This is an optimization exercise on Yosys and OpenROAD, whose aim is small area, a short achievable clock period and few clock cycles, not a production implementation.
Where RTL was checked, it was by simulation tests only, not by an equivalence proof against the original.
Only the layout flow was run in runs 1, 2 and 4 to 7; the RTL was not checked for function there.
Power is estimated from default activity; no workload was simulated.

==> design.v <==
module adc_acq (
    input  wire        clk,
    input  wire        rst,        
    input  wire        start,
    input  wire        dev24,      
    input  wire [7:0]  n,          
    input  wire [2:0]  gain,       
    input  wire [30:0] vref_uv,    
    output reg         ready,
    input  wire        s_valid,
    input  wire [23:0] s_data,     
    input  wire        s_timeout,  
    output reg         s_ready,
    output reg         done,
    output wire [31:0] res_raw,    
    output wire [31:0] res_uv,     
    output reg         res_to      
);
    localparam [22:0] M = 23'h7fffff;
    reg         flush;      
    reg         negc;       
    reg         div;        
    reg         hv;         
    reg         fin;        
    reg         f1, f2, f3;
    reg         abort;      
    reg         inv;        
    reg         gz;         
    reg         op_dev24;
    reg  [7:0]  nd;         
    reg  [7:0]  cnt;        
    reg  [2:0]  gcnt;       
    reg  [36:0] V;          
    reg  [23:0] sreg;       
    reg  [31:0] acc;        
    reg  [59:0] P;          
    reg         neg;        
    assign res_raw = acc;
    assign res_uv  = P[31:0];
    wire take = s_valid & s_ready;
    reg  [36:0] v16;
    always @(*) begin
        case (gain)
            3'd0:    v16 = 37'd12000 * M;
            3'd1:    v16 = 37'd8000  * M;
            3'd2:    v16 = 37'd4000  * M;
            3'd3:    v16 = 37'd2000  * M;
            3'd4:    v16 = 37'd1000  * M;
            3'd5:    v16 = 37'd500   * M;
            default: v16 = 37'd8000  * M;
        endcase
    end
    wire [31:0] add_a = (fin ? {8'd0, acc[23:0]} : acc) ^ {32{inv}};
    wire [31:0] add_b = {{8{sreg[23]}}, sreg};
    wire [31:0] add_o;
    wire        add_co;
    bk_add #(32) u_acc (.a(add_a), .b(add_b), .ci(inv), .s(add_o), .co(add_co));
    wire [8:0]  d_t1  = {acc[31:24], acc[23]};
    wire [9:0]  d_s1  = {1'b0, d_t1} - {2'b00, nd};
    wire        d_q1  = ~d_s1[9];
    wire [8:0]  d_t2a = {d_t1[7:0], acc[22]};
    wire [9:0]  d_s2a = {1'b0, d_t2a} - {2'b00, nd};
    wire [8:0]  d_t2b = {d_s1[7:0], acc[22]};
    wire [9:0]  d_s2b = {1'b0, d_t2b} - {2'b00, nd};
    wire [8:0]  d_t2  = d_q1 ? d_t2b : d_t2a;
    wire [9:0]  d_s2  = d_q1 ? d_s2b : d_s2a;
    wire        d_q2  = ~d_s2[9];
    wire [7:0]  d_r2  = d_q2 ? d_s2[7:0] : d_t2[7:0];
    wire [31:0] divout = {d_r2, acc[21:0], d_q1, d_q2};
    wire        div_step = div & gz;
    wire [39:0] h_p  = {P[37:0], 2'b00};
    wire [39:0] h_x0 = acc[0] ? {3'd0, V} : 40'd0;
    wire [39:0] h_x1 = acc[1] ? {2'd0, V, 1'b0} : 40'd0;
    wire [39:0] h_s  = h_p ^ h_x0 ^ h_x1;
    wire [39:0] h_c  = (h_p & h_x0) | (h_p & h_x1) | (h_x0 & h_x1);
    wire [39:0] h_lo;
    wire        h_co;
    bk_add #(40) u_hor (.a(h_s), .b({h_c[38:0], 1'b0}), .ci(1'b0), .s(h_lo), .co(h_co));
    wire [19:0] h_up  = P[57:38];
    wire [19:0] h_upi = h_up + 20'd1;
    wire [59:0] hsum  = {(h_co | h_c[39]) ? h_upi : h_up, h_lo};
    wire [30:0] wh = P[59:29];
    wire [22:0] f_a = wh[22:0];
    wire [22:0] f_b = P[28:6];
    wire [22:0] f_k = 23'h3fffff;
    wire [22:0] f_s = f_a ^ f_b ^ f_k;
    wire [22:0] f_c = (f_a & f_b) | (f_a & f_k) | (f_b & f_k);
    wire [22:0] f_x;
    wire        f_co;
    bk_add #(23) u_f1 (.a(f_s), .b({f_c[21:0], 1'b0}), .ci(P[5]), .s(f_x), .co(f_co));
    wire [24:0] x  = {f_c[22] & f_co, f_c[22] ^ f_co, f_x};
    wire [8:0]  sh  = {1'b0, wh[30:23]} + {7'd0, P[24:23]};
    wire [23:0] cc  = {1'b0, P[22:0]} + {15'd0, sh} + 24'd1;
    wire [9:0]  shn = {1'b0, sh} - {9'd0, neg};
    wire [31:0] q  = {1'b0, wh} + {{22{P[9]}}, P[9:0]} + {31'd0, P[10]};
    wire [31:0] uv = q ^ {32{neg}};
    wire [2:0] gcnt_nx = ready ? (dev24 ? ((gain == 3'd7) ? 3'd6 : (3'd6 - gain)) : 3'd0)
                               : ((gcnt != 3'd0) ? gcnt - 3'd1 : 3'd0);
    wire       last_div = div_step & (cnt == 8'd1);
    always @(posedge clk) begin
        if (take & ~s_timeout)
            sreg <= op_dev24 ? s_data : {s_data[15:0], 8'd0};
        else
            sreg <= 24'd0;
        gcnt <= gcnt_nx;
        gz   <= (gcnt_nx == 3'd0);
        if (ready)
            V <= dev24 ? {6'd0, vref_uv} : v16;
        else if (gcnt != 3'd0)
            V <= {V[35:0], 1'b0};
        if (ready) begin
            op_dev24 <= dev24;
            nd       <= n;
        end
        if (ready | abort)
            acc <= 32'd0;
        else if (div_step)
            acc <= divout;
        else
            acc <= add_o;
        if (hv)
            P <= hsum;
        else if (f1)
            P[24:0] <= x;
        else if (f2)
            P[10:0] <= {cc[23], shn};
        else if (f3)
            P[31:0] <= uv;
        else
            P <= 60'd0;
        if (flush) neg <= add_o[31];
        inv <= (flush & add_o[31]) | (last_div & neg);
        if (ready)
            cnt <= n;
        else if (take & ~s_timeout)
            cnt <= cnt - 8'd1;
        else if (flush)
            cnt <= op_dev24 ? 8'd12 : 8'd8;
        else if (div_step)
            cnt <= cnt - 8'd1;
        if (ready)
            res_to <= 1'b0;
        else if (take & s_timeout)
            res_to <= 1'b1;
        if (rst) begin
            ready   <= 1'b1;
            s_ready <= 1'b0;
            done    <= 1'b0;
            flush   <= 1'b0;
            negc    <= 1'b0;
            div     <= 1'b0;
            hv      <= 1'b0;
            fin     <= 1'b0;
            f1      <= 1'b0;
            f2      <= 1'b0;
            f3      <= 1'b0;
            abort   <= 1'b0;
        end else begin
            ready   <= ready ? ~start : (f3 | abort);
            s_ready <= (ready & start & (n != 8'd0)) |
                       (s_ready & ~(take & (s_timeout | (cnt == 8'd1))));
            flush   <= take & ~s_timeout & (cnt == 8'd1);
            negc    <= flush & add_o[31];
            div     <= (flush & ~add_o[31]) | negc | (div & ~last_div);
            hv      <= div_step;
            fin     <= last_div;
            f1      <= fin;
            f2      <= f1;
            f3      <= f2;
            abort   <= (ready & start & (n == 8'd0)) | (take & s_timeout);
            done    <= f3 | abort;
        end
    end
endmodule
module bk_add #(parameter W = 32) (
    input  wire [W-1:0] a,
    input  wire [W-1:0] b,
    input  wire         ci,
    output wire [W-1:0] s,
    output wire         co
);
    localparam L = $clog2(W);
    wire [W-1:0] p0 = a ^ b;
    wire [W-1:0] g0 = a & b;
    wire [W-1:0] gp [0:2*L];
    wire [W-1:0] pp [0:2*L];
    genvar i, l;
    generate
        for (i = 0; i < W; i = i + 1) begin : init
            if (i == 0) begin : b0
                assign gp[0][i] = g0[0] | (p0[0] & ci);
                assign pp[0][i] = 1'b0;
            end else begin : bi
                assign gp[0][i] = g0[i];
                assign pp[0][i] = p0[i];
            end
        end
        for (l = 0; l < L; l = l + 1) begin : up
            for (i = 0; i < W; i = i + 1) begin : b
                if (((i + 1) % (2 << l)) == 0) begin : n
                    assign gp[l+1][i] = gp[l][i] | (pp[l][i] & gp[l][i - (1 << l)]);
                    assign pp[l+1][i] = pp[l][i] & pp[l][i - (1 << l)];
                end else begin : w
                    assign gp[l+1][i] = gp[l][i];
                    assign pp[l+1][i] = pp[l][i];
                end
            end
        end
        for (l = L - 1; l >= 1; l = l - 1) begin : dn
            for (i = 0; i < W; i = i + 1) begin : b
                if (((i + 1) % (1 << l)) == (1 << (l - 1)) && (i + 1) > (1 << l)) begin : n
                    assign gp[2*L-l][i] = gp[2*L-l-1][i] | (pp[2*L-l-1][i] & gp[2*L-l-1][i - (1 << (l-1))]);
                    assign pp[2*L-l][i] = pp[2*L-l-1][i] & pp[2*L-l-1][i - (1 << (l-1))];
                end else begin : w
                    assign gp[2*L-l][i] = gp[2*L-l-1][i];
                    assign pp[2*L-l][i] = pp[2*L-l-1][i];
                end
            end
        end
    endgenerate
    wire [W-1:0] c = gp[2*L-1];    
    assign s  = p0 ^ {c[W-2:0], ci};
    assign co = c[W-1];
endmodule
==> run.sh <==
#!/bin/bash
# synth_recipe.tcl (not shown) runs the flow's synth.tcl, then flattens the netlist and writes it again
# the make line also repeats each setting of config.mk as NAME=value (left out here)
make -C /OpenROAD-flow-scripts/flow DESIGN_CONFIG=/design/flow/config.mk WORK_HOME=/design/flow/orfs CLKGATE_MAP_FILE= SYNTH_SCRIPT=/design/flow/synth_recipe.tcl finish
==> config.mk <==
export PLATFORM = sky130hd
export DESIGN_NAME = adc_acq
export DESIGN_NICKNAME = adc_acq
export VERILOG_FILES = /design/flow/design.v
export SDC_FILE = /design/flow/constraint.sdc
export NUM_CORES = 4
export LEC_CHECK = 0
export CAP_MARGIN = 20
export CORE_MARGIN = 2
export CORE_UTILIZATION = 40
export SETUP_SLACK_MARGIN = 5
export SLEW_MARGIN = 20
==> constraint.sdc <==
create_clock -name core_clock -period 11.0 [get_ports {clk}]
set_input_delay 2.2000 -clock core_clock [delete_from_list [all_inputs] [get_ports {clk}]]
set_output_delay 2.2000 -clock core_clock [all_outputs]
set_load 0.01 [all_outputs]
==> flow_summary_export.csv, run 1 <==
group,metric,value,unit
min_path,hold-path-endpoint,"res_to$_SDFFE_PP0P_",
worst_setup_path,cpMaxStageDelayCell,"dfxtp_2",
sta,worst_pin_slew,989.0,ps
status,status,"no timing/DRC/antenna violations",
drt,drt_wl_total,49680,um
floorplan,ios,140,
grt,globalRouteTotalUtil,0.2270,
grt,grt_antenna_before_repair,2,
yosys,syn_avg_cell_area,9.046,um2
sta,clock_skew,17.40,ps
worst_setup_path,cp_max_fo,32,
drt,dr.pass1.iters,5,
yosys,yosysTopAreaCellShare,0.1823,
yosys,yosysSeqAreaShare,0.2816,
worst_setup_path,reg2reg_from,"inv$_DFF_P_",
pwr,vdd_drop_max,0.00009642,V
pwr,p_leak,8.708,nW
yosys,synth-edff-count,104,
worst_setup_path,r2r_cells,17,
grt,grt_overflow,0,
drt,drt_iter0_markers,986,
cts,clkLatencyLatePin,470,ps
worst_setup_path,critPathCaptureType,"flip-flop",
floorplan,coreArea,42130,um2
cts,cts_root_buf,"clkbuf_16",
final_layout,drive_gt1_frac,0.04093,
worst_setup_path,cp.required,11350,ps
yosys,synthTopCellsByArea,"edfxtp_1 (18%), ha_1 (13%), fa_1 (10%), dfxtp_1 (9.9%), xnor2_1 (5.9%)",
final_layout,finalNetCount,2305,
worst_setup_path,path_buf_inv,1,
cts,clk_pin_slew_worst_paths,80,ps
worst_setup_path,path_depth,17,
final_layout,final_util,0.4614,
floorplan,die_x,211.0,um
drt,wire_per_inst,19.71,um
worst_setup_path,r2r_end,"div$_SDFF_PP0_",
yosys,ys_async_sr_fraction,0,
min_path,worstHoldStart,"res_to$_SDFFE_PP0P_",
grt,grt_pass1_vias,13557,
pwr,power_density,84.69,nW/um2
cts,clock_sinks,189,
yosys,synth-main-ff-cell,"edfxtp_1",
worst_setup_path,worst_path_most_repeated_cell,"xnor2_1",
grt,grt_max_degree,71,
worst_setup_path,reg2reg_setup_slack,5890,ps
placed_design,io_buffers,139,
yosys,yosysWarningCount,4,
final_layout,fillers,3997,
sta,setup_tns,0,ps
drt,via_per_inst,5.471,
drt,antenna_left,0,
sta,period_minus_slack,5109,ps
cts,tritoncts,"done",
cts,h-tree-depth,4,
cts,postCtsSetupRepairBufs,0,
pwr,power.total,0.001646,W
grt,grt_pass1_wl,77470,um
yosys,synth_cells,1894,
sta,drv_slew,0,
yosys,yosysTopAreaCell,"edfxtp_1",
sta,holdWs,452.6,ps
yosys,syn-num-nets,2233,
placed_design,place_inst,2484,
drt,num_vias,13786,
cts,clk_path_buf_depth,2,
floorplan,die_h,211.0,um
sta,fmax,195.7,MHz
yosys,synth_area,17130,um2
sta,final-hold-violation-count,0,
yosys,ys_seq_elements,189,
sta,grt_setup_unrepaired,"no",
placed_design,hpwl,39140,um
worst_setup_path,crit_arrival,5450,ps
yosys,ys_top_cells_by_count,"inv_1 (210), nand2_1 (189), ha_1 (180), nor2_1 (127), a21oi_1 (118)",
worst_setup_path,cpLargestDelayFamily,"compound AO/OA/AOI/OAI gates",
yosys,synth_cell_types,79,
floorplan,start_util,0.4067,
floorplan,fp-row-count,75,
cts,ctsResizeCount,0,
placed_design,gp_congestion,0.9201,
sta,slew_headroom,0.3391,
worst_setup_path,start_kind,"flip-flop",
flow_run,maxCapViolations,0,
sta,period_share,0.4644,
sta,finalSetupViolCount,0,
worst_setup_path,critPathLaunch,"inv$_DFF_P_",
yosys,synth_most_common_cell,"inv_1",
final_layout,area_growth,13.47,%
final_layout,final_cells,2520,
worst_setup_path,slowest_delay,970,ps
min_path,min_path_cells,2,
worst_setup_path,path_class,"flip-flop to flip-flop",
floorplan,die_area,44510,um2
cts,cts-buffers-inserted,17,
cts,holdBufCountCts,0,
min_path,hp-class,"flip-flop to flip-flop",
worst_setup_path,path_cells,"xor2_1 > ha_1 > a21oi_1 > nand2_1 > a31o_2 > a311oi_1 > o21ba_2 > o21a_1 > o311ai_0 > o41ai_1 > fa_1 > xnor2_1 > xnor2_1 > xnor2_1 > inv_1 > a221oi_1 > nor2_1",
drt,drc,0,
==> metal layers <==
| layer | part of all wire | wire length, um | up-vias | track usage |
|---|---|---|---|---|
| met5 | 0 | 0 | - | 0 |
| met4 | 0.026 | 1307 | 0 | 0.07868 |
| met3 | 0.054 | 2688 | 73 | 0.03910 |
| met2 | 0.44 | 21840 | 397 | 0.3470 |
| met1 | 0.48 | 23840 | 6625 | 0.3236 |
| li1 | - | - | 6691 | - |
==> logic make-up (layout without fill, tap and decap cells) <==
logic type,count (synthesis),after routing,share of synthesized area
other,0,2,0
AO/OA/AOI/OAI,403,403,0.1574
multiplexers,35,35,0.02110
flip-flops,189,189,0.2816
buffers and inverters,312,397,0.07595
XOR/XNOR,177,177,0.09048
AND/OR/NAND/NOR,511,511,0.1404
adder cells (fa/ha/maj),267,267,0.2331
==> through the flow <==
step	worst slack [ps]	cell area, um2
floorplan	6531	17130
global placement	6112	18780
detailed placement	5887	18800
CTS	5859	19400
global route	5451	19440
finish	5891	19440
==> registers in the layout (all words and copies together) (netlist names), 3 cells and up <==
| name | count |
|---|---|
| P | 60 |
| V | 37 |
| gcnt | 3 |
| cnt | 8 |
| sreg | 24 |
| acc | 32 |
| nd | 8 |
==> final cells by class <==
type	instances	area (um2)	area share
diodes	2	5.005	0.0002574
clock buffers	18	429.2	0.02207
clock inverters	14	173.9	0.008945
inverters	212	795.8	0.04093
multi-input cells	1393	11010	0.5664
flip-flops and latches	189	4827	0.2483
well taps	539	674.4	0.03469
repair buffers	153	1524	0.07838
==> cell usage in the layout (no fill, tap or decap), types with 18 or more instances in the layout <==
master	instances
fa_1	87
nand3_1	34
and2_1	30
a21o_1	36
dfxtp_1	83
nand2b_1	20
nor3_1	24
xnor2_1	115
nand2_1	189
o21a_1	18
a21oi_1	118
mux2i_1	26
o21ai_0	63
ha_1	180
nor2_1	127
inv_1	210
xor2_1	62
clkdlybuf4s50_1	139
a211oi_1	25
edfxtp_1	104
and3_1	20
==> worst max path at each step <==
stage / endpoint / slack (ps)
after floorplan: P[31]$_DFFE_PP_ / 6530
after global placement: div$_SDFF_PP0_ / 6110
after detailed placement: div$_SDFF_PP0_ / 5890
after CTS: div$_SDFF_PP0_ / 5860
after global routing: div$_SDFF_PP0_ / 5450
final: div$_SDFF_PP0_ / 5890
==> power by group <==
group	switching [W]	total, W	leakage (nW)	internal [W]
clock	0.000334	0.000661	0.293	0.000327
sequential	0.0000365	0.000821	1.86	0.000784
combinational	0.0000872	0.000165	6.56	0.0000777
total	0.000458	0.00165	8.71	0.00119
==> tightest hold or removal path, delay by kind of cell (launching register included) <==
kind	cells	cell delay [ps]
DFF	1	310
buffers and inverters	1	50
AOI/OAI and AO/OA	1	50
==> run 2: changes to the inputs <==
==> flow/run.sh (new file) <==
#!/bin/bash
# Standard layout, with the timing repair aiming for 7.2 ns of setup slack
# (a 3.8 ns path at the 11 ns clock) and the port buffers made from buf_4.
set -euo pipefail
export SETUP_SLACK_MARGIN=7.2
export BUFFER_PORTS_ARGS="-buffer_cell sky130_fd_sc_hd__buf_4"
bash standard.sh > standard.log 2>&1
==> standard.sh (new file) <==
#!/bin/bash
# synth_recipe.tcl (not shown) runs the flow's synth.tcl, then flattens the netlist and writes it again
# the make line also repeats each setting of config.mk as NAME=value (left out here)
make -C /OpenROAD-flow-scripts/flow DESIGN_CONFIG=/design/flow/config.mk WORK_HOME=/design/flow/orfs CLKGATE_MAP_FILE= SYNTH_SCRIPT=/design/flow/synth_recipe.tcl "${@:-finish}"
--- a/config.mk
+++ b/config.mk
@@ -10,3 +10,2 @@
 export CORE_UTILIZATION = 40
-export SETUP_SLACK_MARGIN = 5
 export SLEW_MARGIN = 20
removed: run.sh
==> flow_summary_export.csv, run 2 <==
group,metric,value,unit
status,status,"no timing/DRC/antenna violations",
sta,setup_tns,0,ps
final_layout,layout_common_cells,"buf_4 (217), inv_1 (199), nand2_1 (177), ha_1 (156), nor2_1 (123)",
yosys,synth_compound_area_frac,0.1574,
yosys,synthSimpleGateAreaFrac,0.1404,
worst_setup_path,start_kind,"flip-flop",
flow_run,maxCapViolations,0,
worst_setup_path,critPathCaptureType,"flip-flop",
drt,wire_per_inst,20.57,um
yosys,synth_cells,1894,
placed_design,io_buffers,139,
drt,via_per_inst,5.480,
floorplan,die_h,211.0,um
grt,grt_max_degree,56,
worst_setup_path,r2r_cells,17,
yosys,yosysTopAreaCellShare,0.1823,
yosys,yosysWarningCount,4,
floorplan,die_x,211.0,um
final_layout,drive_gt1_frac,0.2347,
min_path,hold-path-endpoint,"res_to$_SDFFE_PP0P_",
placed_design,gp_congestion,0.8964,
final_layout,antenna_cells,0,
pwr,p_leak,9.815,nW
drt,drt_wl_total,53770,um
worst_setup_path,crit_arrival,4260,ps
final_layout,area_growth,24.12,%
pwr,power_report.internal_total,0.001209,W
pwr,p_sw,0.0004484,W
final_layout,finalNetCount,2401,
floorplan,coreArea,42130,um2
min_path,worstHoldStart,"res_to$_SDFFE_PP0P_",
worst_setup_path,cp_max_fo,5,
pwr,seq_power_share,0.494,
yosys,syn_avg_cell_area,9.046,um2
yosys,synthTopCellsByArea,"edfxtp_1 (18%), ha_1 (13%), fa_1 (10%), dfxtp_1 (9.9%), xnor2_1 (5.9%)",
final_layout,largest_register_ffs,60,
drt,antenna_left,0,
sta,period_share,0.3680,
sta,grt_setup_unrepaired,"yes",
grt,globalRouteTotalUtil,0.2422,
final_layout,final_util,0.5047,
pwr,netSwitchingFraction,0.2705,
yosys,synth-edff-count,104,
cts,clkLatencyLatePin,480,ps
sta,period_minus_slack,4048,ps
floorplan,start_util,0.4067,
sta,clock_skew,13.69,ps
final_layout,top_regs,"P (60), V (37), acc (32)",
floorplan,ios,140,
yosys,synth_area,17130,um2
floorplan,die_area,44510,um2
yosys,yosysTopAreaCell,"edfxtp_1",
final_layout,final_common_cell,"buf_4",
cts,h-tree-depth,4,
sta,holdWs,469.6,ps
drt,num_vias,14325,
sta,drv_slew,0,
grt,grt_overflow,0,
grt,grt_pass1_wl,81760,um
grt,grt_antenna_before_repair,1,
yosys,synth_top_family_by_area,"adder cells",
sta,slew_headroom,0.2519,
placed_design,hpwl,38370,um
cts,clk_path_buf_depth,2,
worst_setup_path,r2r_end,"P[39]$_SDFFCE_PN0P_",
yosys,syn-num-nets,2233,
drt,drt_iter0_markers,894,
yosys,yosysSeqAreaShare,0.2816,
sta,final-hold-violation-count,0,
worst_setup_path,path_class,"flip-flop to flip-flop",
yosys,ys_seq_elements,189,
yosys,synth_fa_ha_area_frac,0.2331,
sta,fmax,247.0,MHz
sta,finalSetupViolCount,0,
placed_design,place_inst,2482,
cts,cts_root_buf,"clkbuf_16",
final_layout,final_cells,2614,
worst_setup_path,reg2reg_setup_slack,6950,ps
floorplan,fp-row-count,75,
grt,grt_pass1_vias,14506,
pwr,power.total,0.001658,W
worst_setup_path,reg2reg_from,"acc[0]$_SDFF_PP0_",
yosys,ys_async_sr_fraction,0,
yosys,synth_most_common_cell,"inv_1",
cts,cts-buffers-inserted,17,
yosys,synthXorXnorAreaFrac,0.09048,
pwr,clkPwrFrac,0.399,
min_path,hp-class,"flip-flop to flip-flop",
yosys,ys_top_cells_by_count,"inv_1 (210), nand2_1 (189), ha_1 (180), nor2_1 (127), a21oi_1 (118)",
cts,tritoncts,"done",
pwr,combPwrFrac,0.107,
drt,dr.pass1.iters,5,
cts,clock_sinks,189,
min_path,min_path_cells,2,
yosys,synth-main-ff-cell,"edfxtp_1",
drt,drc,0,
yosys,synthMuxAreaShare,0.02110,
yosys,synth_cell_types,79,
sta,worst_pin_slew,1118,ps
final_layout,top_register,"P",
cts,clk_pin_slew_worst_paths,80,ps
worst_setup_path,cp.required,11220,ps
pwr,vdd_drop_max,0.0001054,V
pwr,power_density,77.96,nW/um2
run 2: worst max path at each step:
stage,end,from,cells after the start,slack (ps)
after floorplan,P[31]$_DFFE_PP_,acc[1]$_SDFF_PP0_,19,7100
after global placement,acc[28]$_SDFF_PP0_,nd[1]$_DFFE_PP_,17,6000
after detailed placement,acc[31]$_SDFF_PP0_,nd[1]$_DFFE_PP_,17,5970
after CTS,P[34]$_SDFFCE_PN0P_,acc[0]$_SDFF_PP0_,16,7020
after global routing,P[39]$_SDFFCE_PN0P_,acc[0]$_SDFF_PP0_,17,6830
final,P[39]$_SDFFCE_PN0P_,acc[0]$_SDFF_PP0_,17,6950
run 2: power groups by stage:
stage,logic [W],registers (W),clock network [W]
3_5_place_dp,0.000156,0.000836,0
5_1_grt,0.000195,0.000824,0.000700
6_report,0.000177,0.000820,0.000661
4_1_cts,0.000164,0.000820,0.000672
3_3_place_gp,0.000154,0.000835,0
2_1_floorplan,0.0000997,0.000819,0
run 2: area by class of cell:
cell class	count	area [um2]
clock buffer	21	481.7
clock inverter	11	125.1
fill	3961	20870
inverter	212	795.8
multi-input combinational	1393	12120
sequential	189	4850
tap	539	674.4
timing repair buffer	249	2220
run 2: critical path, cell delays in order, from the launching register on:
cell,delay [ps]
dfxtp_4,430
buf_12,130
buf_8,110
nand2_4,40
fa_1,490
inv_1,50
ha_1,300
nand4_1,150
nor3_2,70
a221o_1,370
o21bai_4,210
a21oi_4,280
inv_2,80
a311o_1,310
a21o_1,190
fa_2,340
xnor2_1,160
nor2_1,60
run 2: logic make-up (layout without fill, tap and decap cells):
kind of cell | count (synthesis) | after routing
AND/OR/NAND/NOR | 511 | 511
AO/OA/AOI/OAI | 403 | 403
buffers and inverters | 312 | 493
adder cells (fa/ha/maj) | 267 | 267
flip-flops | 189 | 189
XOR/XNOR | 177 | 177
multiplexers | 35 | 35
run 2: per-stage QoR:
step	worst slack, ps	area [um2]
global placement	5997	18560
global route	6833	21270
detailed placement	5971	18560
CTS	7020	20420
finish	6952	21270
floorplan	7099	17320
run 2: per-layer routing:
| metal | GRT usage | wire length (um) | share of wire | vias to the layer above |
|---|---|---|---|---|
| li1 | - | - | - | 6855 |
| met1 | 0.2970 | 22260 | 0.41 | 6953 |
| met2 | 0.4157 | 26400 | 0.49 | 414 |
| met3 | 0.05233 | 3184 | 0.059 | 101 |
| met4 | 0.09373 | 1914 | 0.036 | 2 |
| met5 | 0 | 12 | 0.00022 | - |
run 2: repair_timing:
action                     in CTS  in global routing
pin swaps                      51                 59
hold buffers                    0                  0
setup buffers                  61                 33
resized for setup             109                126
hold endpoints to repair        0                  0
setup endpoints to repair      65                 59
cloned                          5                  0
==> run 3: changes to the inputs <==
--- a/design.v
+++ b/design.v
@@ -181,3 +181,3 @@
 );
-    localparam L = $clog2(W);
+    localparam L = (W <= 2) ? 1 : (W <= 4) ? 2 : (W <= 8) ? 3 : (W <= 16) ? 4 : (W <= 32) ? 5 : 6;
     wire [W-1:0] p0 = a ^ b;
==> flow_summary_export.csv, run 3 <==
group,metric,value,unit
pwr,p_sw,0.0004484,W
worst_setup_path,reg2reg_setup_slack,6950,ps
placed_design,hpwl,38370,um
pwr,power_report.internal_total,0.001209,W
placed_design,pre_cts_slack,5971,ps
yosys,yosysWarningCount,4,
pwr,power.total,0.001658,W
worst_setup_path,path_cells,"buf_12 > buf_8 > nand2_4 > fa_1 > inv_1 > ha_1 > nand4_1 > nor3_2 > a221o_1 > o21bai_4 > a21oi_4 > inv_2 > a311o_1 > a21o_1 > fa_2 > xnor2_1 > nor2_1",
worst_setup_path,crit_arrival,4260,ps
grt,globalRouteTotalUtil,0.2422,
grt,grt_antenna_before_repair,1,
pwr,p_leak,9.815,nW
final_layout,antenna_cells,0,
sta,holdWs,469.6,ps
drt,dr.pass1.iters,5,
yosys,synth-main-ff-cell,"edfxtp_1",
final_layout,final_common_cell,"buf_4",
placed_design,gp_congestion,0.8964,
yosys,syn-num-nets,2233,
sta,final-hold-violation-count,0,
sta,slew_headroom,0.2519,
cts,tritoncts,"done",
sta,drv_slew,0,
cts,clkLatencyLatePin,480,ps
final_layout,largest_register_ffs,60,
yosys,synth_most_common_cell,"inv_1",
yosys,ys_top_cells_by_count,"inv_1 (210), nand2_1 (189), ha_1 (180), nor2_1 (127), a21oi_1 (118)",
worst_setup_path,start_kind,"flip-flop",
pwr,vdd_drop_max,0.0001054,V
yosys,ys_async_sr_fraction,0,
worst_setup_path,critPathLaunch,"acc[0]$_SDFF_PP0_",
min_path,hp-class,"flip-flop to flip-flop",
final_layout,top_regs,"P (60), V (37), acc (32)",
flow_run,maxCapViolations,0,
worst_setup_path,slowest_delay,490,ps
yosys,synth_cell_types,79,
grt,grt_max_degree,56,
yosys,synth_cells,1894,
pwr,combPwrFrac,0.107,
sta,clock_skew,13.69,ps
floorplan,coreArea,42130,um2
grt,grt_overflow,0,
yosys,syn_avg_cell_area,9.046,um2
worst_setup_path,cpMaxStageDelayCell,"fa_1",
sta,setup_ws,6952,ps
floorplan,die_h,211.0,um
final_layout,fillers,3961,
floorplan,die_x,211.0,um
sta,worst_pin_slew,1118,ps
min_path,worstHoldStart,"res_to$_SDFFE_PP0P_",
grt,grt_pass1_wl,81760,um
status,status,"no timing/DRC/antenna violations",
pwr,seq_power_share,0.494,
sta,finalSetupViolCount,0,
drt,route.met3.wl,3184,um
floorplan,die_area,44510,um2
sta,setup_tns,0,ps
yosys,ys_seq_elements,189,
drt,routed-wl-met2,26400,um
placed_design,io_buffers,139,
final_layout,top_register,"P",
drt,via_per_inst,5.480,
final_layout,finalNetCount,2401,
worst_setup_path,reg2reg_from,"acc[0]$_SDFF_PP0_",
yosys,synthTopCellsByArea,"edfxtp_1 (18%), ha_1 (13%), fa_1 (10%), dfxtp_1 (9.9%), xnor2_1 (5.9%)",
worst_setup_path,cp.required,11220,ps
final_layout,final_util,0.5047,
drt,routed.top_layer,"met5",
yosys,yosysTopAreaCell,"edfxtp_1",
cts,holdBufCountCts,0,
drt,drc,0,
floorplan,ios,140,
sta,period_share,0.3680,
grt,grt_pass1_vias,14506,
yosys,yosysSeqAreaShare,0.2816,
drt,drt_wl_total,53770,um
pwr,netSwitchingFraction,0.2705,
pwr,clkPwrFrac,0.399,
floorplan,fp-row-count,75,
yosys,synth_area,17130,um2
cts,cts_root_buf,"clkbuf_16",
floorplan,start_util,0.4067,
worst_setup_path,path_class,"flip-flop to flip-flop",
drt,antenna_left,0,
sta,grt_setup_unrepaired,"yes",
final_layout,drive_gt1_frac,0.2347,
worst_setup_path,critPathCaptureType,"flip-flop",
cts,h-tree-depth,4,
cts,cts-buffers-inserted,17,
worst_setup_path,cp_max_fo,5,
sta,fmax,247.0,MHz
final_layout,layout_common_cells,"buf_4 (217), inv_1 (199), nand2_1 (177), ha_1 (156), nor2_1 (123)",
cts,clock_sinks,189,
cts,clk_pin_slew_worst_paths,80,ps
yosys,yosysTopAreaCellShare,0.1823,
drt,drt_iter0_markers,894,
final_layout,area_growth,24.12,%
drt,wire_per_inst,20.57,um
pwr,power_density,77.96,nW/um2
drt,wl_met1,22260,um
cts,clk_path_buf_depth,2,
sta,period_minus_slack,4048,ps
drt,num_vias,14325,
yosys,synth-edff-count,104,
-- run 3: per-stage QoR --
step | area (um2) | std cells
global route | 21270 | 2614
global placement | 18560 | 2482
CTS | 20420 | 2580
finish | 21270 | 2614
floorplan | 17320 | 1894
detailed placement | 18560 | 2482
-- run 3: layout make-up --
class / instances / area, um2 / share of cell area
clock inverter: 11 / 125.1 / 0.005883
sequential: 189 / 4850 / 0.2280
clock buffer: 21 / 481.7 / 0.02265
tap: 539 / 674.4 / 0.03171
multi-input combinational: 1393 / 12120 / 0.5699
timing repair buffer: 249 / 2220 / 0.1044
inverter: 212 / 795.8 / 0.03742
-- run 3: path summary, 6_finish.rpt --
| kind | depth (start not counted) | to |
|---|---|---|
| worst min-delay path | 2 | res_to$_SDFFE_PP0P_ |
| worst min register to register | 2 | res_to$_SDFFE_PP0P_ |
| worst max register to register | 17 | P[39]$_SDFFCE_PN0P_ |
| worst max-delay path | 17 | P[39]$_SDFFCE_PN0P_ |
-- run 3: power by group through the flow --
stage	Clock, W	Combinational (W)	Sequential, W
5_1_grt	0.000700	0.000195	0.000824
6_report	0.000661	0.000177	0.000820
3_5_place_dp	0	0.000156	0.000836
4_1_cts	0.000672	0.000164	0.000820
2_1_floorplan	0	0.0000997	0.000819
3_3_place_gp	0	0.000154	0.000835
-- run 3: critical path: cells and delay by family, from the launching register on --
family / cells / cell delay [ps]
compound gates: 5 / 1360
buf+inv: 4 / 370
simple gates: 4 / 320
flops: 1 / 430
xor+xnor: 1 / 160
fa+ha+maj: 3 / 1130
-- run 3: logic make-up (layout without fill, tap and decap cells) --
group / after synthesis / in the layout / share of synthesized area
flip-flops: 189 / 189 / 0.2816
AND/OR/NAND/NOR: 511 / 511 / 0.1404
XOR/XNOR: 177 / 177 / 0.09048
multiplexers: 35 / 35 / 0.02110
adder cells (fa/ha/maj): 267 / 267 / 0.2331
AO/OA/AOI/OAI: 403 / 403 / 0.1574
buffers and inverters: 312 / 493 / 0.07595
-- run 3: routing by layer --
layer / vias to the layer above / GRT usage
li1: 6855 / -
met1: 6953 / 0.2970
met2: 414 / 0.4157
met3: 101 / 0.05233
met4: 2 / 0.09373
met5: - / 0
-- run 3: what timing repair did --
item	in CTS	in global routing
pin swaps	51	59
gates cloned	5	0
resized for setup	109	126
endpoints found under the setup margin	65	59
buffers inserted	61	33
Testbench counts of run 3, summed over its fixed seeds: cycles 89,512.
==> run 4: changes to the inputs <==
--- a/design.v
+++ b/design.v
@@ -20,3 +20,3 @@
     reg         flush;      
-    reg         negc;       
+    reg         first;      
     reg         div;        
@@ -26,3 +26,2 @@
     reg         abort;      
-    reg         inv;        
     reg         gz;         
@@ -52,2 +51,3 @@
     end
+    wire        inv   = neg & (first | fin);
     wire [31:0] add_a = (fin ? {8'd0, acc[23:0]} : acc) ^ {32{inv}};
@@ -57,15 +57,12 @@
     bk_add #(32) u_acc (.a(add_a), .b(add_b), .ci(inv), .s(add_o), .co(add_co));
-    wire [8:0]  d_t1  = {acc[31:24], acc[23]};
-    wire [9:0]  d_s1  = {1'b0, d_t1} - {2'b00, nd};
-    wire        d_q1  = ~d_s1[9];
-    wire [8:0]  d_t2a = {d_t1[7:0], acc[22]};
-    wire [9:0]  d_s2a = {1'b0, d_t2a} - {2'b00, nd};
-    wire [8:0]  d_t2b = {d_s1[7:0], acc[22]};
-    wire [9:0]  d_s2b = {1'b0, d_t2b} - {2'b00, nd};
-    wire [8:0]  d_t2  = d_q1 ? d_t2b : d_t2a;
-    wire [9:0]  d_s2  = d_q1 ? d_s2b : d_s2a;
-    wire        d_q2  = ~d_s2[9];
-    wire [7:0]  d_r2  = d_q2 ? d_s2[7:0] : d_t2[7:0];
+    wire [8:0]  d_t1 = {acc[31:24], acc[23]};
+    wire [9:0]  d_s1 = {1'b0, d_t1} - {2'b00, nd};
+    wire        d_q1 = ~d_s1[9];
+    wire [7:0]  d_r1 = d_q1 ? d_s1[7:0] : d_t1[7:0];
+    wire [8:0]  d_t2 = {d_r1, acc[22]};
+    wire [9:0]  d_s2 = {1'b0, d_t2} - {2'b00, nd};
+    wire        d_q2 = ~d_s2[9];
+    wire [7:0]  d_r2 = d_q2 ? d_s2[7:0] : d_t2[7:0];
     wire [31:0] divout = {d_r2, acc[21:0], d_q1, d_q2};
-    wire        div_step = div & gz;
+    wire        div_step = div & gz & ~(first & neg);
     wire [39:0] h_p  = {P[37:0], 2'b00};
@@ -94,3 +91,7 @@
     wire [9:0]  shn = {1'b0, sh} - {9'd0, neg};
-    wire [31:0] q  = {1'b0, wh} + {{22{P[9]}}, P[9:0]} + {31'd0, P[10]};
+    wire [10:0] q_lo  = {1'b0, wh[9:0]} + {1'b0, P[9:0]} + {10'd0, P[10]};
+    wire [21:0] q_up  = {1'b0, wh[30:10]};
+    wire [21:0] q_upi = q_up + 22'd1;
+    wire [21:0] q_upd = q_up - 22'd1;
+    wire [31:0] q     = {(q_lo[10] & ~P[9]) ? q_upi : (~q_lo[10] & P[9]) ? q_upd : q_up, q_lo[9:0]};
     wire [31:0] uv = q ^ {32{neg}};
@@ -131,3 +132,2 @@
         if (flush) neg <= add_o[31];
-        inv <= (flush & add_o[31]) | (last_div & neg);
         if (ready)
@@ -149,3 +149,3 @@
             flush   <= 1'b0;
-            negc    <= 1'b0;
+            first   <= 1'b0;
             div     <= 1'b0;
@@ -162,4 +162,4 @@
             flush   <= take & ~s_timeout & (cnt == 8'd1);
-            negc    <= flush & add_o[31];
-            div     <= (flush & ~add_o[31]) | negc | (div & ~last_div);
+            first   <= flush | (first & ~neg & ~div_step);
+            div     <= flush | (div & ~last_div);
             hv      <= div_step;
==> flow/run.sh (replaced) <==
#!/bin/bash
# Standard layout, with the timing repair aiming for 7.2 ns of setup slack
# (a 3.8 ns path at the 11 ns clock) and the port buffers made from buf_2.
set -euo pipefail
export SETUP_SLACK_MARGIN=7.2
export BUFFER_PORTS_ARGS="-buffer_cell sky130_fd_sc_hd__buf_2"
bash standard.sh > standard.log 2>&1
--- a/config.mk
+++ b/config.mk
@@ -9,3 +9,4 @@
 export CORE_MARGIN = 2
-export CORE_UTILIZATION = 40
+export CORE_UTILIZATION = 60
+export CTS_BUF_LIST = sky130_fd_sc_hd__clkbuf_2 sky130_fd_sc_hd__clkbuf_4 sky130_fd_sc_hd__clkbuf_8
 export SLEW_MARGIN = 20
==> flow_summary_export.csv, run 4 <==
group,metric,value,unit
cts,holdBufCountCts,0,
placed_design,io_buffers,139,
yosys,synth_most_common_cell,"inv_1",
yosys,synth_cell_types,75,
floorplan,start_util,0.6078,
final_layout,antenna_cells,0,
grt,grt_pass1_wl,75960,um
sta,clock_skew,16.85,ps
yosys,yosysWarningCount,4,
final_layout,area_growth,20.71,%
sta,fmax,240.1,MHz
yosys,yosysTopAreaCellShare,0.1850,
sta,drv_slew,0,
pwr,combPwrFrac,0.113,
grt,grt_max_degree,77,
status,status,"no timing/DRC/antenna violations",
yosys,syn-num-nets,2195,
floorplan,die_x,171.8,um
floorplan,coreArea,27780,um2
floorplan,ios,140,
sta,grt_setup_unrepaired,"yes",
pwr,p_sw,0.0004382,W
pwr,power_density,71.75,nW/um2
sta,period_minus_slack,4164,ps
pwr,netSwitchingFraction,0.2996,
sta,finalSetupViolCount,0,
cts,clkLatencyLatePin,520,ps
placed_design,pre_cts_slack,6274,ps
flow_run,maxCapViolations,0,
drt,num_vias,14739,
cts,clock_sinks,188,
grt,globalRouteTotalUtil,0.3417,
cts,cts-buffers-inserted,17,
yosys,ys_async_sr_fraction,0,
sta,period_share,0.3786,
sta,setup_tns,0,ps
yosys,synth_cells,1875,
yosys,ys_seq_elements,188,
worst_setup_path,reg2reg_setup_slack,6840,ps
sta,setup_ws,6836,ps
worst_setup_path,r2r_end,"P[39]$_SDFFCE_PN0P_",
cts,tritoncts,"done",
final_layout,top_regs,"P (60), V (37), acc (32)",
placed_design,hpwl,36350,um
min_path,min_path_cells,2,
yosys,synthTopCellsByArea,"edfxtp_1 (18%), ha_1 (12%), fa_1 (10%), dfxtp_1 (10%), xnor2_1 (6.9%)",
cts,cts_root_buf,"clkbuf_8",
worst_setup_path,crit_arrival,4440,ps
drt,antenna_left,0,
worst_setup_path,cp.required,11270,ps
worst_setup_path,cp_max_fo,4,
min_path,worstHoldStart,"res_to$_SDFFE_PP0P_",
min_path,hp-class,"flip-flop to flip-flop",
final_layout,largest_register_ffs,60,
yosys,synth-main-ff-cell,"edfxtp_1",
drt,drt_wl_total,51940,um
pwr,p_leak,9.269,nW
floorplan,die_h,171.8,um
placed_design,gp_congestion,0.9034,
yosys,yosysSeqAreaShare,0.2845,
final_layout,layout_common_cells,"inv_1 (212), nand2_1 (162), buf_2 (139), ha_1 (138), nor2_1 (112)",
yosys,yosysTopAreaCell,"edfxtp_1",
cts,clk_pin_slew_worst_paths,120,ps
grt,grt_pass1_vias,13582,
final_layout,finalInstanceArea,20380,um2
pwr,seq_power_share,0.559,
floorplan,die_area,29500,um2
worst_setup_path,start_kind,"flip-flop",
pwr,vdd_drop_max,0.00007836,V
pwr,power_report.internal_total,0.001024,W
worst_setup_path,path_class,"flip-flop to flip-flop",
yosys,synth-edff-count,104,
worst_setup_path,r2r_cells,19,
yosys,ys_top_cells_by_count,"inv_1 (222), nand2_1 (177), ha_1 (161), xnor2_1 (133), a21oi_1 (124)",
cts,clk_path_buf_depth,2,
grt,grt_antenna_before_repair,1,
final_layout,drive_gt1_frac,0.2558,
worst_setup_path,reg2reg_from,"acc[0]$_SDFF_PP0_",
final_layout,top_register,"P",
drt,via_per_inst,6.046,
sta,final-hold-violation-count,0,
pwr,clkPwrFrac,0.328,
drt,drc,0,
final_layout,finalNetCount,2367,
min_path,hold-path-endpoint,"res_to$_SDFFE_PP0P_",
yosys,synth_area,16880,um2
floorplan,fp-row-count,61,
worst_setup_path,critPathCaptureType,"flip-flop",
placed_design,dpl_cell_area,17790,um2
cts,h-tree-depth,4,
sta,worst_pin_slew,1084,ps
final_layout,final_common_cell,"inv_1",
drt,dr.pass1.iters,6,
sta,slew_headroom,0.2772,
grt,grt_overflow,0,
drt,drt_iter0_markers,1671,
yosys,syn_avg_cell_area,9.005,um2
drt,wire_per_inst,21.30,um
## run 4: cell count changes after synthesis, sizes merged, moves of 11 or more
| cell | change |
|---|---|
| xor2 | -28 |
| ha | -19 |
| xnor2 | +18 |
| inv | +14 |
| nand2 | -12 |
| nor2 | -12 |
| mux2i | +11 |
| o21bai | -11 |
## run 4: layer usage
layer	wire length (um)	part of all wire	track usage
met1	22840	0.44	0.5043
met2	22940	0.44	0.5025
met3	4991	0.096	0.07938
met4	1160	0.022	0.09171
met5	10	0.00019	0
## run 4: cells by family after synthesis
group / share of synthesized area
AO/OA/AOI/OAI: 0.1516
XOR/XNOR: 0.08663
adder cells (fa/ha/maj): 0.2225
buffers and inverters: 0.08270
flip-flops: 0.2845
multiplexers: 0.03194
AND/OR/NAND/NOR: 0.1401
## run 4: critical path: stages, from the launching register on
cell and delay [ps]:
dfxtp_4 390, buf_6 100, buf_12 120, nand2_4 40
fa_1 510, inv_1 40, ha_2 170, fa_2 370
a211oi_4 250, o21ai_2 110, a41oi_2 220, o31a_1 300
o22ai_4 100, or2_4 260, a21o_1 210, nand3_1 90
nand2_1 80, fa_2 360, xnor2_2 130, nor2_1 60
## run 4: how the worst max path moves through the flow
stage | start | end | slack (ps) | depth (start not counted)
2_1_floorplan | neg$_DFFE_PP_ | acc[31]$_SDFF_PP0_ | 6880 | 20
3_3_place_gp | P[9]$_DFF_P_ | P[23]$_DFFE_PP_ | 6380 | 17
3_5_place_dp | acc[0]$_SDFF_PP0_ | P[59]$_SDFFCE_PN0P_ | 6270 | 13
4_1_cts | fin$_SDFF_PP0_ | acc[31]$_SDFF_PP0_ | 6820 | 19
5_1_grt | first$_SDFF_PP0_ | acc[31]$_SDFF_PP0_ | 6690 | 18
6_report | acc[0]$_SDFF_PP0_ | P[39]$_SDFFCE_PN0P_ | 6840 | 19
## run 4: power groups by stage
stage               Sequential (W)  Combinational [W]  Clock (W)
floorplan                 0.000816           0.000103          0
global placement          0.000831           0.000141          0
detailed placement        0.000832           0.000144          0
CTS                       0.000815           0.000152   0.000480
global route              0.000822           0.000182   0.000508
finish                    0.000818           0.000166   0.000479
## run 4: stage by stage
stage / util / cells / hold WS [ps] / power [W]
after floorplan: - / 1875 / 448.7 / 0.0009189
after global placement: 0.6403 / 2292 / 433.5 / 0.0009723
after detailed placement: 0.6403 / 2292 / 447.6 / 0.0009763
after CTS: 0.6945 / 2399 / 472.1 / 0.001447
after global routing: 0.7337 / 2438 / 495.8 / 0.001511
final: 0.7337 / 2438 / 472.7 / 0.001462
## run 4: final cells by class
cell class / instances / area (um2)
clock inverters: 15 / 166.4
clock buffers: 17 / 234.0
fillers: 2070 / 7400
well taps: 378 / 473.0
multi-input cells: 1355 / 11910
repair buffers: 261 / 1913
flip-flops and latches: 188 / 4840
inverters: 224 / 844.6
## run 4: timing repair
item,in CTS,in global routing
cloned,5,1
endpoints found under the setup margin,65,62
pin swaps,74,113
gates resized for setup,108,152
setup buffers,70,37
==> run 5: changes to the inputs <==
--- a/design.v
+++ b/design.v
@@ -21,2 +21,3 @@
     reg         first;      
+    reg         inv;        
     reg         div;        
@@ -51,3 +52,2 @@
     end
-    wire        inv   = neg & (first | fin);
     wire [31:0] add_a = (fin ? {8'd0, acc[23:0]} : acc) ^ {32{inv}};
@@ -132,2 +132,3 @@
         if (flush) neg <= add_o[31];
+        inv <= (flush & add_o[31]) | (last_div & neg);
         if (ready)
--- a/config.mk
+++ b/config.mk
@@ -9,4 +9,4 @@
 export CORE_MARGIN = 2
-export CORE_UTILIZATION = 60
-export CTS_BUF_LIST = sky130_fd_sc_hd__clkbuf_2 sky130_fd_sc_hd__clkbuf_4 sky130_fd_sc_hd__clkbuf_8
+export CORE_UTILIZATION = 40
+export CTS_BUF_LIST = sky130_fd_sc_hd__clkbuf_4 sky130_fd_sc_hd__clkbuf_8
 export SLEW_MARGIN = 20
==> flow_summary_export.csv, run 5 <==
group,metric,value,unit
status,status,"no timing/DRC/antenna violations",
pwr,netSwitchingFraction,0.2961,
placed_design,gp_congestion,0.9035,
sta,period_minus_slack,4194,ps
cts,tritoncts,"done",
cts,cts-buffers-inserted,17,
sta,slew_headroom,0.3332,
worst_setup_path,path_class,"flip-flop to flip-flop",
worst_setup_path,cp_max_fo,6,
worst_setup_path,cp.required,11300,ps
yosys,ys_top_cells_by_count,"inv_1 (216), nand2_1 (163), ha_1 (161), a21oi_1 (116), nor2_1 (116)",
drt,route.met3.wl,3108,um
final_layout,top_regs,"P (60), V (37), acc (32)",
sta,grt_setup_unrepaired,"yes",
grt,globalRouteTotalUtil,0.2276,
yosys,ys_async_sr_fraction,0,
drt,drt_iter0_markers,979,
worst_setup_path,crit_arrival,4490,ps
yosys,syn-num-nets,2173,
cts,holdBufCountCts,0,
yosys,syn_avg_cell_area,9.057,um2
pwr,power_report.internal_total,0.001042,W
final_layout,layout_common_cells,"inv_1 (210), nand2_1 (157), ha_1 (147), buf_2 (138), nor2_1 (113)",
grt,grt_pass1_vias,13979,
cts,clkLatencyLatePin,530,ps
sta,final-hold-violation-count,0,
pwr,combPwrFrac,0.106,
yosys,synthTopCellsByArea,"edfxtp_1 (19%), ha_1 (12%), fa_1 (10%), dfxtp_1 (10%), xnor2_1 (5.9%)",
grt,grt_pass1_wl,77200,um
cts,cts_root_buf,"clkbuf_8",
drt,drc,0,
sta,fmax,238.5,MHz
flow_run,maxCapViolations,0,
yosys,synth_cell_types,82,
floorplan,coreArea,41670,um2
yosys,yosysWarningCount,4,
worst_setup_path,start_kind,"flip-flop",
placed_design,io_buffers,139,
sta,drv_slew,0,
sta,period_share,0.3812,
drt,wl_met1,21120,um
drt,routed.top_layer,"met4",
sta,clock_skew,19.04,ps
final_layout,top_register,"P",
yosys,synth_most_common_cell,"inv_1",
cts,h-tree-depth,4,
floorplan,die_area,43610,um2
placed_design,hpwl,36200,um
final_layout,area_growth,17.73,%
worst_setup_path,critPathCaptureType,"flip-flop",
pwr,power_density,74.92,nW/um2
floorplan,fp-row-count,75,
floorplan,ios,140,
cts,clk_pin_slew_worst_paths,120,ps
grt,grt_overflow,0,
cts,clk_path_buf_depth,2,
final_layout,drive_gt1_frac,0.2215,
sta,worst_pin_slew,999.1,ps
pwr,p_leak,8.928,nW
floorplan,die_x,208.8,um
yosys,synth_area,16780,um2
floorplan,die_h,208.8,um
drt,dr.pass1.iters,5,
yosys,yosysSeqAreaShare,0.2875,
pwr,p_sw,0.0004383,W
sta,setup_tns,0,ps
yosys,yosysTopAreaCell,"edfxtp_1",
drt,drt_wl_total,50440,um
min_path,hp-class,"flip-flop to flip-flop",
pwr,clkPwrFrac,0.341,
pwr,seq_power_share,0.553,
drt,wire_per_inst,19.87,um
pwr,vdd_drop_max,0.00006837,V
yosys,synth-main-ff-cell,"edfxtp_1",
yosys,ys_seq_elements,189,
final_layout,antenna_cells,0,
drt,num_vias,13985,
drt,antenna_left,0,
final_layout,final_common_cell,"inv_1",
yosys,yosysTopAreaCellShare,0.1861,
yosys,synth-edff-count,104,
sta,finalSetupViolCount,0,
drt,via_per_inst,5.508,
pwr,power.total,0.001480,W
yosys,synth_cells,1853,
cts,clock_sinks,189,
final_layout,final_util,0.4742,
grt,grt_antenna_before_repair,0,
grt,grt_max_degree,71,
final_layout,finalNetCount,2307,
floorplan,start_util,0.4028,
drt,routed-wl-met2,24480,um
final_layout,largest_register_ffs,60,
-- run 5: cell count changes in the layout (fill, tap and decap cells not counted), moves of 7 or more --
cell / previous run / this run
ha_4: 21 / 11
a21oi_2: 10 / 18
xor2_1: 32 / 53
mux2i_1: 37 / 30
ha_1: 138 / 147
buf_4: 83 / 55
buf_6: 20 / 12
xnor2_2: 21 / 6
and3_1: 27 / 20
a21oi_1: 107 / 95
-- run 5: metal layers --
layer / global-route usage / vias up
met5: 0 / -
met4: 0.08399 / 0
met3: 0.04599 / 84
met2: 0.3855 / 435
met1: 0.2871 / 6868
li1: - / 6598
-- run 5: timing repair --
action | CTS | global route
gates cloned | 4 | 1
resized for setup | 103 | 83
pin swaps | 61 | 51
endpoints found under the setup margin | 62 | 61
buffers inserted | 41 | 30
-- run 5: final cells by class --
type | count | area (um2)
fillers | 3980 | 21910
multi-input cells | 1336 | 11430
flip-flops and latches | 189 | 4850
repair buffers | 222 | 1572
inverters | 221 | 829.5
well taps | 539 | 674.4
clock buffers | 17 | 234.0
clock inverters | 15 | 172.7
-- run 5: worst paths after layout --
kind | startpoint | cells after the start | slack (ps) | to
worst max-delay path | acc[0]$_SDFF_PP0_ | 16 | 6810 | P[38]$_SDFFCE_PN0P_
worst min-delay path | res_to$_SDFFE_PP0P_ | 2 | 460 | res_to$_SDFFE_PP0P_
worst max register to register | acc[0]$_SDFF_PP0_ | 16 | 6810 | P[38]$_SDFFCE_PN0P_
worst min register to register | res_to$_SDFFE_PP0P_ | 2 | 460 | res_to$_SDFFE_PP0P_
-- run 5: critical path, stage by stage (launching register included) --
cell and delay (ps):
dfxtp_4 370, buf_12 150, buf_12 150, and2_1 150
fa_1 500, ha_4 300, nor3_2 50, or3_4 410
nor4b_4 210, a211o_2 180, a31o_4 260, a31oi_4 140
o21bai_4 160, a21oi_2 80, o21bai_1 230, fa_2 490
and2_1 150
-- run 5: logic make-up after synthesis --
logic type      after synthesis  share of synthesized area
fa+ha+maj                   249                     0.2244
compound gates              378                     0.1470
flops                       189                     0.2875
buf+inv                     331                    0.08432
xor+xnor                    167                    0.08715
simple gates                497                     0.1437
mux                          42                    0.02587
-- run 5: power by group through the flow --
stage	clock network [W]	registers [W]	logic [W]
finish	0.000504	0.000819	0.000157
CTS	0.000517	0.000820	0.000151
detailed placement	0	0.000837	0.000145
global placement	0	0.000836	0.000141
global route	0.000543	0.000823	0.000173
floorplan	0	0.000819	0.000100
-- run 5: through the flow --
stage / hold WS [ps] / area [um2] / std cells / worst slack, ps
floorplan: 448.7 / 17010 / 1853 / 6894
global placement: 434.2 / 17790 / 2430 / 6368
detailed placement: 442.2 / 17790 / 2430 / 6313
CTS: 461.1 / 19040 / 2507 / 6845
global route: 486.7 / 19760 / 2539 / 6662
finish: 456.1 / 19760 / 2539 / 6806
==> run 6: changes to the inputs <==
--- a/config.mk
+++ b/config.mk
@@ -12 +12,2 @@
 export SLEW_MARGIN = 20
+export TNS_END_PERCENT = 0
==> flow_summary_export.csv, run 6 <==
group,metric,value,unit
status,status,"no timing/DRC/antenna violations",
placed_design,hpwl,35650,um
worst_setup_path,critPathLaunch,"acc[0]$_SDFF_PP0_",
sta,final-hold-violation-count,0,
yosys,yosysTopAreaCell,"edfxtp_1",
drt,drt_wl_total,47620,um
sta,holdWs,453.3,ps
placed_design,dpl_cell_area,17730,um2
cts,clkLatencyLatePin,540,ps
yosys,ys_async_sr_fraction,0,
yosys,synth-edff-count,104,
floorplan,coreArea,41670,um2
sta,clock_skew,19.36,ps
final_layout,final_cells,2495,
drt,drt_iter0_markers,859,
grt,grt_pass1_wl,74130,um
pwr,seq_power_share,0.543,
drt,wire_per_inst,19.09,um
final_layout,multi_input_area,10820,um2
floorplan,ios,140,
final_layout,seqCellArea,4846,um2
grt,globalRouteTotalUtil,0.2186,
cts,tritoncts,"done",
grt,grt_pass1_vias,13545,
floorplan,fp-row-count,75,
sta,finalSetupViolCount,0,
worst_setup_path,cp.required,11360,ps
yosys,yosysWarningCount,4,
yosys,synth_area,16780,um2
pwr,power_density,80.62,nW/um2
sta,fmax,240.1,MHz
flow_run,maxCapViolations,0,
placed_design,place_inst,2431,
worst_setup_path,critPathCaptureType,"flip-flop",
yosys,syn_avg_cell_area,9.057,um2
pwr,vdd_drop_max,0.00007942,V
cts,holdBufCountCts,0,
pwr,power_report.internal_total,0.001091,W
yosys,synth-main-ff-cell,"edfxtp_1",
sta,drv_slew,0,
yosys,synth_most_common_cell,"inv_1",
yosys,synth_cells,1853,
drt,dr.pass1.iters,5,
final_layout,top_regs,"P (60), V (37), acc (32)",
worst_setup_path,reg2reg_from,"acc[0]$_SDFF_PP0_",
floorplan,die_x,208.8,um
yosys,syn-num-nets,2173,
sta,period_minus_slack,4165,ps
cts,clk_path_buf_depth,2,
yosys,synthTopCellsByArea,"edfxtp_1 (19%), ha_1 (12%), fa_1 (10%), dfxtp_1 (10%), xnor2_1 (5.9%)",
drt,drc,0,
drt,num_vias,13523,
pwr,clkPwrFrac,0.355,
final_layout,antenna_cells,0,
pwr,netSwitchingFraction,0.2762,
worst_setup_path,path_class,"flip-flop to flip-flop",
floorplan,die_h,208.8,um
sta,slew_headroom,0.4284,
min_path,worstHoldStart,"res_to$_SDFFE_PP0P_",
placed_design,pre_cts_slack,6102,ps
final_layout,layout_common_cells,"inv_1 (216), nand2_1 (159), ha_1 (156), buf_2 (139), nor2_1 (116)",
final_layout,final_common_cell,"inv_1",
cts,cts-buffers-inserted,17,
floorplan,die_area,43610,um2
grt,grt_antenna_before_repair,0,
floorplan,start_util,0.4028,
final_layout,finalNetCount,2263,
cts,clk_pin_slew_worst_paths,110,ps
final_layout,finalInstanceArea,18700,um2
yosys,ys_top_cells_by_count,"inv_1 (216), nand2_1 (163), ha_1 (161), a21oi_1 (116), nor2_1 (116)",
final_layout,area_growth,11.40,%
yosys,ys_seq_elements,189,
cts,cts_root_buf,"clkbuf_8",
pwr,p_sw,0.0004163,W
placed_design,io_buffers,139,
pwr,p_leak,8.581,nW
cts,h-tree-depth,4,
worst_setup_path,crit_arrival,4530,ps
sta,setup_tns,0,ps
yosys,yosysTopAreaCellShare,0.1861,
drt,via_per_inst,5.420,
pwr,combPwrFrac,0.101,
grt,grt_overflow,0,
placed_design,gp_congestion,0.9011,
final_layout,largest_register_ffs,60,
worst_setup_path,cp_max_fo,7,
final_layout,drive_gt1_frac,0.1575,
final_layout,top_register,"P",
grt,grt_max_degree,71,
min_path,hp-class,"flip-flop to flip-flop",
sta,period_share,0.3786,
drt,antenna_left,0,
worst_setup_path,start_kind,"flip-flop",
final_layout,fillers,4051,
yosys,synth_cell_types,82,
cts,clock_sinks,189,
yosys,yosysSeqAreaShare,0.2875,
sta,setup_ws,6835,ps
sta,worst_pin_slew,855.4,ps
sta,grt_setup_unrepaired,"yes",
-- run 6: metal layers --
| metal | track usage | share of wire | vias up | wire length [um] |
|---|---|---|---|---|
| met1 | 0.2776 | 0.43 | 6562 | 20610 |
| li1 | - | - | 6517 | - |
| met2 | 0.3787 | 0.49 | 383 | 23390 |
| met5 | 0 | 0 | - | 0 |
| met3 | 0.03742 | 0.052 | 61 | 2475 |
| met4 | 0.06798 | 0.024 | 0 | 1146 |
-- run 6: metrics by stage --
| stage | total power [W] | util |
|---|---|---|
| CTS | 0.001513 | 0.4427 |
| finish | 0.001507 | 0.4487 |
| floorplan | 0.0009190 | - |
| global placement | 0.0009776 | 0.4254 |
| detailed placement | 0.0009815 | 0.4254 |
| global route | 0.001561 | 0.4487 |
-- run 6: cells by family after synthesis --
logic type	share of synthesized area
simple gates	0.1437
buf+inv	0.08432
fa+ha+maj	0.2244
flops	0.2875
compound gates	0.1470
xor+xnor	0.08715
mux	0.02587
-- run 6: power by group through the flow --
stage	clock, W	sequential [W]	combinational (W)
floorplan	0	0.000819	0.0000996
global placement	0	0.000838	0.000140
detailed placement	0	0.000838	0.000143
CTS	0.000544	0.000822	0.000147
global route	0.000568	0.000824	0.000170
finish	0.000535	0.000819	0.000153
-- run 6: area by class of cell --
| cell class | instances | share of cell area |
|---|---|---|
| clock buffer | 21 | 0.01446 |
| clock inverter | 11 | 0.008366 |
| inverter | 221 | 0.04437 |
| multi-input combinational | 1334 | 0.5787 |
| sequential | 189 | 0.2592 |
| tap | 539 | 0.03607 |
| timing repair buffer | 180 | 0.05883 |
-- run 6: final timing paths --
path / depth (start not counted) / slack, ps / end
max: 17 / 6840 / P[30]$_DFFE_PP_
min: 2 / 450 / res_to$_SDFFE_PP0P_
max reg2reg: 17 / 6840 / P[30]$_DFFE_PP_
min reg2reg: 2 / 450 / res_to$_SDFFE_PP0P_
-- run 6: critical path: stages, from the launching register on --
cell and delay (ps):
dfxtp_4 480, nand2_4 60, fa_1 490, inv_1 40, ha_2 170, fa_2 400
a211oi_4 240, o21ai_2 130, nor4b_2 170, a211o_2 360, a31o_4 310, nand2_2 80
nand2_2 60, a21o_1 160, a21o_1 170, fa_2 520, nand2_1 50, o31ai_1 100
-- run 6: repair_timing --
item / in CTS / in global routing
gates resized for setup: 20 / 33
gates cloned: 1 / 0
pin swaps: 11 / 26
buffers inserted: 21 / 8
setup endpoints to repair: 59 / 62
==> run 7: changes to the inputs <==
==> flow/run.sh (replaced) <==
#!/bin/bash
# Standard layout, with the timing repair aiming for 7.5 ns of setup slack
# (a 3.5 ns path at the 11 ns clock) and the port buffers made from buf_1.
set -euo pipefail
export SETUP_SLACK_MARGIN=7.5
export BUFFER_PORTS_ARGS="-buffer_cell sky130_fd_sc_hd__buf_1"
bash standard.sh > standard.log 2>&1
==> flow_summary_export.csv, run 7 <==
group,metric,value,unit
status,status,"no timing/DRC/antenna violations",
flow_run,maxCapViolations,0,
worst_setup_path,critPathCaptureType,"flip-flop",
yosys,yosysSeqAreaShare,0.2875,
placed_design,gp_congestion,0.8895,
sta,slew_headroom,0.3320,
grt,globalRouteTotalUtil,0.2156,
worst_setup_path,crit_arrival,4440,ps
yosys,synth_area,16780,um2
yosys,yosysTopAreaCell,"edfxtp_1",
worst_setup_path,r2r_end,"P[39]$_SDFFCE_PN0P_",
yosys,synth-edff-count,104,
final_layout,final_common_cell,"inv_1",
yosys,synth_most_common_cell,"inv_1",
final_layout,largest_register_ffs,60,
sta,grt_setup_unrepaired,"yes",
grt,grt_max_degree,71,
sta,setup_tns,0,ps
final_layout,area_growth,9.685,%
drt,drc,0,
cts,clk_path_buf_depth,2,
grt,grt_pass1_vias,13298,
floorplan,die_x,208.8,um
drt,num_vias,13397,
worst_setup_path,path_class,"flip-flop to flip-flop",
floorplan,start_util,0.4028,
final_layout,drive_gt1_frac,0.08141,
sta,worst_pin_slew,1002,ps
min_path,hp-class,"flip-flop to flip-flop",
sta,setup_ws,6845,ps
cts,tritoncts,"done",
worst_setup_path,start_kind,"flip-flop",
grt,grt_pass1_wl,72880,um
pwr,clkPwrFrac,0.337,
yosys,syn_avg_cell_area,9.057,um2
sta,clock_skew,27.33,ps
cts,cts_root_buf,"clkbuf_8",
yosys,ys_seq_elements,189,
worst_setup_path,cp.required,11290,ps
final_layout,final_util,0.4418,
final_layout,top_regs,"P (60), V (37), acc (32)",
sta,fmax,240.7,MHz
drt,drt_wl_total,47380,um
placed_design,io_buffers,139,
pwr,p_sw,0.0004074,W
pwr,combPwrFrac,0.100,
drt,wire_per_inst,19.01,um
sta,period_share,0.3777,
placed_design,pre_cts_slack,6057,ps
worst_setup_path,critPathLaunch,"acc[0]$_SDFF_PP0_",
final_layout,finalNetCount,2261,
pwr,netSwitchingFraction,0.2807,
final_layout,top_register,"P",
yosys,synthTopCellsByArea,"edfxtp_1 (19%), ha_1 (12%), fa_1 (10%), dfxtp_1 (10%), xnor2_1 (5.9%)",
worst_setup_path,reg2reg_setup_slack,6840,ps
worst_setup_path,cp_max_fo,5,
final_layout,layout_common_cells,"inv_1 (216), nand2_1 (161), ha_1 (156), buf_1 (139), nor2_1 (116)",
sta,finalSetupViolCount,0,
cts,clkLatencyLatePin,540,ps
pwr,vdd_drop_max,0.00007740,V
drt,antenna_left,0,
cts,cts-buffers-inserted,17,
pwr,power_report.internal_total,0.001044,W
cts,clk_pin_slew_worst_paths,100,ps
placed_design,hpwl,35600,um
floorplan,ios,140,
yosys,ys_top_cells_by_count,"inv_1 (216), nand2_1 (163), ha_1 (161), a21oi_1 (116), nor2_1 (116)",
drt,dr.pass1.iters,7,
yosys,synth-main-ff-cell,"edfxtp_1",
drt,drt_iter0_markers,887,
pwr,p_leak,8.031,nW
floorplan,fp-row-count,75,
yosys,synth_cells,1853,
yosys,synth_cell_types,82,
pwr,power_density,78.84,nW/um2
worst_setup_path,reg2reg_from,"acc[0]$_SDFF_PP0_",
yosys,yosysWarningCount,4,
final_layout,antenna_cells,0,
grt,grt_antenna_before_repair,0,
yosys,syn-num-nets,2173,
yosys,ys_async_sr_fraction,0,
yosys,yosysTopAreaCellShare,0.1861,
floorplan,die_h,208.8,um
worst_setup_path,r2r_cells,16,
drt,via_per_inst,5.376,
sta,period_minus_slack,4155,ps
pwr,seq_power_share,0.563,
floorplan,die_area,43610,um2
sta,drv_slew,0,
cts,h-tree-depth,4,
grt,grt_overflow,0,
cts,clock_sinks,189,
sta,final-hold-violation-count,0,
worst_setup_path,timing.critical_path.to,"P[39]$_SDFFCE_PN0P_",
floorplan,coreArea,41670,um2
-- run 7: changes by cell type in the layout (fill, tap and decap cells not counted), sizes merged --
cell    previous run  this run
clkinv             2         5
buf              180       178
bufinv             3         1
inv              227       225
-- run 7: worst min-delay path by stage --
stage,start,end,cells past startpoint
2_1_floorplan,abort$_SDFF_PP0_,done$_SDFF_PP0_,2
3_3_place_gp,res_to$_SDFFE_PP0P_,res_to$_SDFFE_PP0P_,2
3_5_place_dp,res_to$_SDFFE_PP0P_,res_to$_SDFFE_PP0P_,2
4_1_cts,res_to$_SDFFE_PP0P_,res_to$_SDFFE_PP0P_,2
5_1_grt,res_to$_SDFFE_PP0P_,res_to$_SDFFE_PP0P_,2
6_report,res_to$_SDFFE_PP0P_,res_to$_SDFFE_PP0P_,2
-- run 7: cells by family after synthesis --
group,Yosys count,synth area share
adder cells (fa/ha/maj),249,0.2244
XOR/XNOR,167,0.08715
multiplexers,42,0.02587
buffers and inverters,331,0.08432
AND/OR/NAND/NOR,497,0.1437
flip-flops,189,0.2875
AO/OA/AOI/OAI,378,0.1470
-- run 7: metrics by stage --
step           cells  total power [W]  hold slack (ps)  instance area (um2)
2_1_floorplan   1853        0.0009190            448.7                16910
3_3_place_gp    2430        0.0009729            437.8                17540
3_5_place_dp    2430        0.0009759            443.8                17540
4_1_cts         2483         0.001461            465.3                18200
5_1_grt         2492         0.001508            490.3                18410
6_report        2492         0.001451            454.3                18410
-- run 7: worst max-delay path, stage by stage, from the launching register on --
cell	delay (ps)
dfxtp_4	450
nand2_1	110
fa_1	560
inv_1	60
fa_2	440
a211oi_4	250
o21ai_2	120
nor4b_2	170
a211o_2	330
a31o_4	300
a31oi_4	220
o21bai_1	100
a21oi_1	140
o21bai_1	110
fa_2	350
xnor2_1	140
nor2_1	50
-- run 7: area by class of cell --
class / count / area, um2
inverters: 221 / 829.5
clock inverters: 10 / 100.1
multi-input cells: 1334 / 10800
clock buffers: 21 / 282.8
fillers: 4120 / 23260
flip-flops and latches: 189 / 4847
well taps: 539 / 674.4
repair buffers: 178 / 877.1
-- run 7: layer usage --
metal	global-route usage	routed length (um)
met5	0	0
met4	0.06256	1153
met3	0.04614	2862
met2	0.3748	23050
met1	0.2688	20320
-- run 7: power groups by stage --
stage	sequential, W	combinational, W	clock (W)
6_report	0.000818	0.000145	0.000488
5_1_grt	0.000823	0.000163	0.000522
4_1_cts	0.000820	0.000141	0.000499
3_5_place_dp	0.000837	0.000139	0
3_3_place_gp	0.000837	0.000136	0
2_1_floorplan	0.000819	0.0000996	0
-- run 7: what timing repair did --
action | 4_1_cts | 5_1_grt
cloned | 0 | 1
hold buffers | 0 | 0
buffers inserted | 22 | 7
setup endpoints to repair | 92 | 97
pin swaps | 8 | 17
resized for setup | 21 | 25

[afterwards: timing with drivers on the ports]
How much do the figures lean on ideal ports? The routed layouts below were timed once more, with nothing changed but the port constraints. Step 1, drivers: a clkbuf_16 drives clk and a buf_2 each remaining input, both assumed. Step 2 adds t to the input delays and takes it off the output delays; t is the mean of the earliest and latest rising clock arrival at the registers after step 1. Input paths then give back, and output paths get back, about the clock's delay inside the block. a / b / c = ideal / step 1 / step 2; a / b = the first two.
run	shift t [ns]	slack for setup (ns)	worst setup path after step 2	clock arrival spread, ns
run 1	0.524	5.891 / 5.891 / 5.891	register to register	0.017 / 0.017
run 2	0.526	6.952 / 6.952 / 6.952	register to register	0.015 / 0.015
run 3	0.526	6.952 / 6.952 / 6.952	register to register	0.015 / 0.015
run 4	0.566	6.836 / 6.836 / 6.836	register to register	0.017 / 0.017
run 5	0.568	6.806 / 6.806 / 6.806	register to register	0.021 / 0.022
run 6	0.578	6.835 / 6.835 / 6.835	register to register	0.020 / 0.020
run 7	0.577	6.845 / 6.845 / 6.790	input to register	0.027 / 0.027
After both steps every run listed still meets setup and hold. For run 7, which loses most, drivers alone change the setup slack by 0.000 ns; drivers and shift together by -0.055 ns.
